What follows belongs to an exercise in optimizing a design on an open flow for small area, a short achievable clock period and few clock cycles; a production flow would make more cautious choices. Only simulation tests tie the RTL to the original design; equivalence was not proved. No activity file was given, so power comes from the tool's default toggle rates.

## run a
## mx_chunk_rx
module mx_chunk_rx (
    input  wire       clk,
    input  wire       rst,
    input  wire       in_valid,
    output reg        in_ready,
    input  wire [7:0] in_data,
    input  wire       in_last,
    output reg        st_valid,
    output reg  [1:0] st_res,
    output reg  [2:0] st_cause,
    output reg        st_disc,
    output wire [7:0] st_msg_len,
    output wire       st_msg_bin,
    output wire       st_acc,
    output wire [7:0] st_rlen,
    output wire [4:0] st_exp_sn,
    output wire       st_frame_bin,
    output wire       m_valid,
    input  wire       m_ready,
    output wire [7:0] m_data,
    output wire       m_last
);
Size: about 3600 cells after synthesis, ~1600 flip-flops, roughly 55 I/O pins, ~48000 µm² of cells after synthesis.
Settings: LEC_CHECK=0, CAP_MARGIN=20, CORE_MARGIN=2, CORE_UTILIZATION=40, CTS_CLUSTER_DIAMETER=80, CTS_CLUSTER_SIZE=28, SLEW_MARGIN=20; clock period 10.0 ns.
standard.sh (not shown) runs the stock make flow with config.mk's settings and CLKGATE_MAP_FILE= SYNTH_SCRIPT=/design/flow/synth_recipe.tcl, a recipe that flattens the netlist after the stock synthesis.
==> flow/flow/run.sh <==
#!/bin/bash
export SETUP_SLACK_MARGIN=6.5
bash standard.sh > standard.log 2>&1
Testbench counts of run a, summed over its fixed seeds: cycles 30,639.
--- input diff run a..run b ---
-- flow/design.v --
<<< run a, line 80
    reg [7:0]  woff;         
    reg [7:0]  hl0, hl1, hl2, hl3;   
    reg [7:0]  xd0, xd0b;            
    reg [7:0]  xd1;                  
    reg [7:0]  r3;                   
    reg [1:0]  hc0;                  
    reg [2:0]  hc1, hc2;
>>> run b, line 80
    reg [7:0]  woff;         
    reg [7:0]  hl0, hl1, hl2, hl3;   
    reg [7:0]  xd0, xd0b, xd0c;      
    reg [7:0]  xd1, xd2;             
    reg [1:0]  hc0;                  
    reg [2:0]  hc1, hc2;
<<< run a, line 170
    wire [10:0] hs2 = {3'd0, hl2} + {3'd0, hl2[6:0], xd1[7]} + {3'd0, hl2[3:0], xd1[7:4]} +
                      {3'd0, hl2[0], xd1[7:1]} + {3'd0, xd1} + {8'd0, hc1};
    wire [7:0]  r3_n = {7'd0, hl2[7]} + {4'd0, hl2[7:4]} + {1'b0, hl2[7:1]} + hl2 + xd0b;
    wire [7:0]  hs3 = hl3 + {hl3[6:0], 1'b0} + {hl3[3:0], 4'd0} + {hl3[0], 7'd0} +
                      r3 + {5'd0, hc2};
    wire        rw_en   = pc != 4'd0 && ph == wa[2:0];   
    wire [7:0]  rw_byte = stg[ph];
>>> run b, line 169
    wire [10:0] hs2 = {3'd0, hl2} + {3'd0, hl2[6:0], xd1[7]} + {3'd0, hl2[3:0], xd1[7:4]} +
                      {3'd0, hl2[0], xd1[7:1]} + {3'd0, xd1} + {8'd0, hc1};
    wire [7:0]  hs3 = hl3 + {hl3[6:0], xd2[7]} + {hl3[3:0], xd2[7:4]} +
                      {hl3[0], xd2[7:1]} + xd2 + xd0c + {5'd0, hc2};
    wire        rw_en   = pc != 4'd0 && ph == wa[2:0];   
    wire [7:0]  rw_byte = stg[ph];
<<< run a, line 430
            xd0  <= hx0;
            xd0b <= xd0;
            xd1  <= hl1;
            r3   <= r3_n;
            hl2s <= hl2;
            tm0  <= p_byte == hl0;
>>> run b, line 428
            xd0  <= hx0;
            xd0b <= xd0;
            xd0c <= xd0b;
            xd1  <= hl1;
            xd2  <= hl2;
            hl2s <= hl2;
            tm0  <= p_byte == hl0;
[summary]
Setup WNS run a -> run b: worse. Critical path depth: run b > run a. Die footprint delta (run a -> run b): insignificant. | sequential-to-total area share from yosys stat | run a vs run b | ≈ equal |. Run b ends up with higher power density over the cells than run a does. Run b: number of antenna violations at the first check in global routing 1 above run a. In the flow results for run b and run a, the first-pass GRT wire length is smaller on run b.
Testbench counts of run b, summed over its fixed seeds: cycles 30,639.

--- another note on this design; it stands on its own ---

// mx_chunk_rx
module mx_chunk_rx (
    input  wire       clk,
    input  wire       rst,
    input  wire       in_valid,
    output reg        in_ready,
    input  wire [7:0] in_data,
    input  wire       in_last,
    output reg        st_valid,
    output reg  [1:0] st_res,
    output reg  [2:0] st_cause,
    output reg        st_disc,
    output wire [7:0] st_msg_len,
    output wire       st_msg_bin,
    output wire       st_acc,
    output wire [7:0] st_rlen,
    output wire [4:0] st_exp_sn,
    output wire       st_frame_bin,
    output wire       m_valid,
    input  wire       m_ready,
    output wire [7:0] m_data,
    output wire       m_last
);
Size: roughly 1600 flip-flops, about 55 I/O pins.
Settings: LEC_CHECK=0, CAP_MARGIN=20, CORE_MARGIN=2, CORE_UTILIZATION=40, CTS_CLUSTER_DIAMETER=80, CTS_CLUSTER_SIZE=28, SLEW_MARGIN=20; clock period 10.0 ns.
standard.sh (not shown) runs the stock make flow with config.mk's settings and CLKGATE_MAP_FILE= SYNTH_SCRIPT=/design/flow/synth_recipe.tcl, a recipe that flattens the netlist after the stock synthesis.
==> flow/flow/run.sh <==
#!/bin/bash
export SETUP_SLACK_MARGIN=6.5
export CTS_ARGS="-sink_clustering_enable -repair_clock_nets -sink_clustering_size 28 -sink_clustering_max_diameter 80 -dont_use_dummy_load"
bash standard.sh > standard.log 2>&1
Testbench counts at the start, summed over its fixed seeds: cycles 30,639.
Rerun with:
ABC_AREA = 1   (was default)
TNS_END_PERCENT = 10   (was default)
Worst setup slack degrades by 0.059 ns.
Hold slack improves by 0.010 ns.
Register-to-register slack improves by 0.04 ns.
Die area increases slightly.
Sequential share of layout area barely changes.
Via count increases by a little under a tenth.
Utilization decreases by 0.70 points.
Clock-buffer cell count decreases by 1.
Global-route usage increases by 0.47 points.
Cell area hardly moves.

---

## fjord
Starting RTL as in the previous note.
Settings: LEC_CHECK=0, ABC_AREA=1, CAP_MARGIN=20, CORE_MARGIN=2, CORE_UTILIZATION=40, CTS_CLUSTER_DIAMETER=80, CTS_CLUSTER_SIZE=28, SLEW_MARGIN=20; clock period 10.0 ns.
==> flow/flow/run.sh <==
#!/bin/bash
export SETUP_SLACK_MARGIN=6.5
bash standard.sh > standard.log 2>&1
Testbench counts of fjord, summed over its fixed seeds: cycles 30,639.
Setup changes, fjord to quartz
- putting TNS_END_PERCENT at 40 where nothing was set
diff --git a/flow/flow/run.sh b/flow/flow/run.sh
--- a/flow/flow/run.sh
+++ b/flow/flow/run.sh
@@ -2,0 +3 @@
+export CTS_ARGS="-sink_clustering_enable -repair_clock_nets -sink_clustering_size 28 -sink_clustering_max_diameter 80 -dont_use_dummy_load"
Notes after the runs:
Across quartz and fjord, the outcome is the same: a clean finish for every run. Minimum clock period: quartz > fjord. Fraction of layout instances using a drive strength above 1 came out lower on quartz than on fjord. fjord vs quartz, top layer used by detailed routing: met4 vs met5. First-pass GRT wire length: quartz < fjord.
## Diff of input files: indigo against quartz
- TNS_END_PERCENT removed (was 40)
Notes after the runs:
Higher number of antenna violations at the first check in global routing was reported by quartz, not indigo.
quartz and indigo ended up with roughly the same area after synthesis.
Compared indigo against quartz; count of multi-input gates within noise.
Fraction of area in registers down 0.32 points in indigo wrt quartz
Total power per unit cell area delta (quartz -> indigo): insignificant
The run showing the smaller design area is quartz.
indigo vs quartz, sequential share of power went down by 0.4 points.
[compare] base=quartz new=indigo: non-clock buffer count grew by 29, total of cells resized after clock tree synthesis now sits higher.
Of the two values seen for end point of the critical path, m_data[2] was produced by quartz and hc1[2] by indigo.

[static timing again, ports no longer ideal]
How much do the figures lean on ideal ports? The routed layouts below were timed once more, with nothing changed but the port constraints. Step 1 (the two cells are an assumption about what drives the block):
set clk [get_ports {clk}]
set_driving_cell -lib_cell sky130_fd_sc_hd__clkbuf_16 $clk
set_driving_cell -lib_cell sky130_fd_sc_hd__buf_2 [delete_from_list [all_inputs] $clk]
Step 2 also shifts input and output timing later by t, the mid clock arrival at the registers, as if the neighbouring blocks saw the same clock. a / b / c = ideal / step 1 / step 2; a / b = the first two.
| run | shift t [ns] | setup slack, ns | worst setup path at the end | slew at the worst register clock pin (ns) | worst slew at a driven data input, ns |
|---|---|---|---|---|---|
| run a | 0.734 | 6.397 / 6.381 / 5.810 | input to register | 0.11 / 0.11 | 0.07 |
| run b | 0.720 | 6.179 / 6.179 / 5.873 | input to register | 0.11 / 0.11 | 0.03 |
| the first run of note 2 | 0.697 | 6.372 / 6.372 / 5.861 | input to register | 0.10 / 0.10 | 0.07 |
| the second run of note 2 | 0.702 | 6.313 / 6.240 / 5.764 | input to register | 0.11 / 0.11 | 0.04 |
| fjord | 0.748 | 6.462 / 6.435 / 5.966 | input to register | 0.11 / 0.11 | 0.04 |
| quartz | 0.714 | 6.393 / 6.320 / 5.928 | input to register | 0.11 / 0.11 | 0.04 |
| indigo | 0.709 | 6.475 / 6.475 / 5.902 | input to register | 0.11 / 0.11 | 0.05 |
After both steps setup and hold are still met in every run listed. The setup slack of run a, which loses most, moves by -0.016 ns with the drivers and by -0.587 ns with both steps.
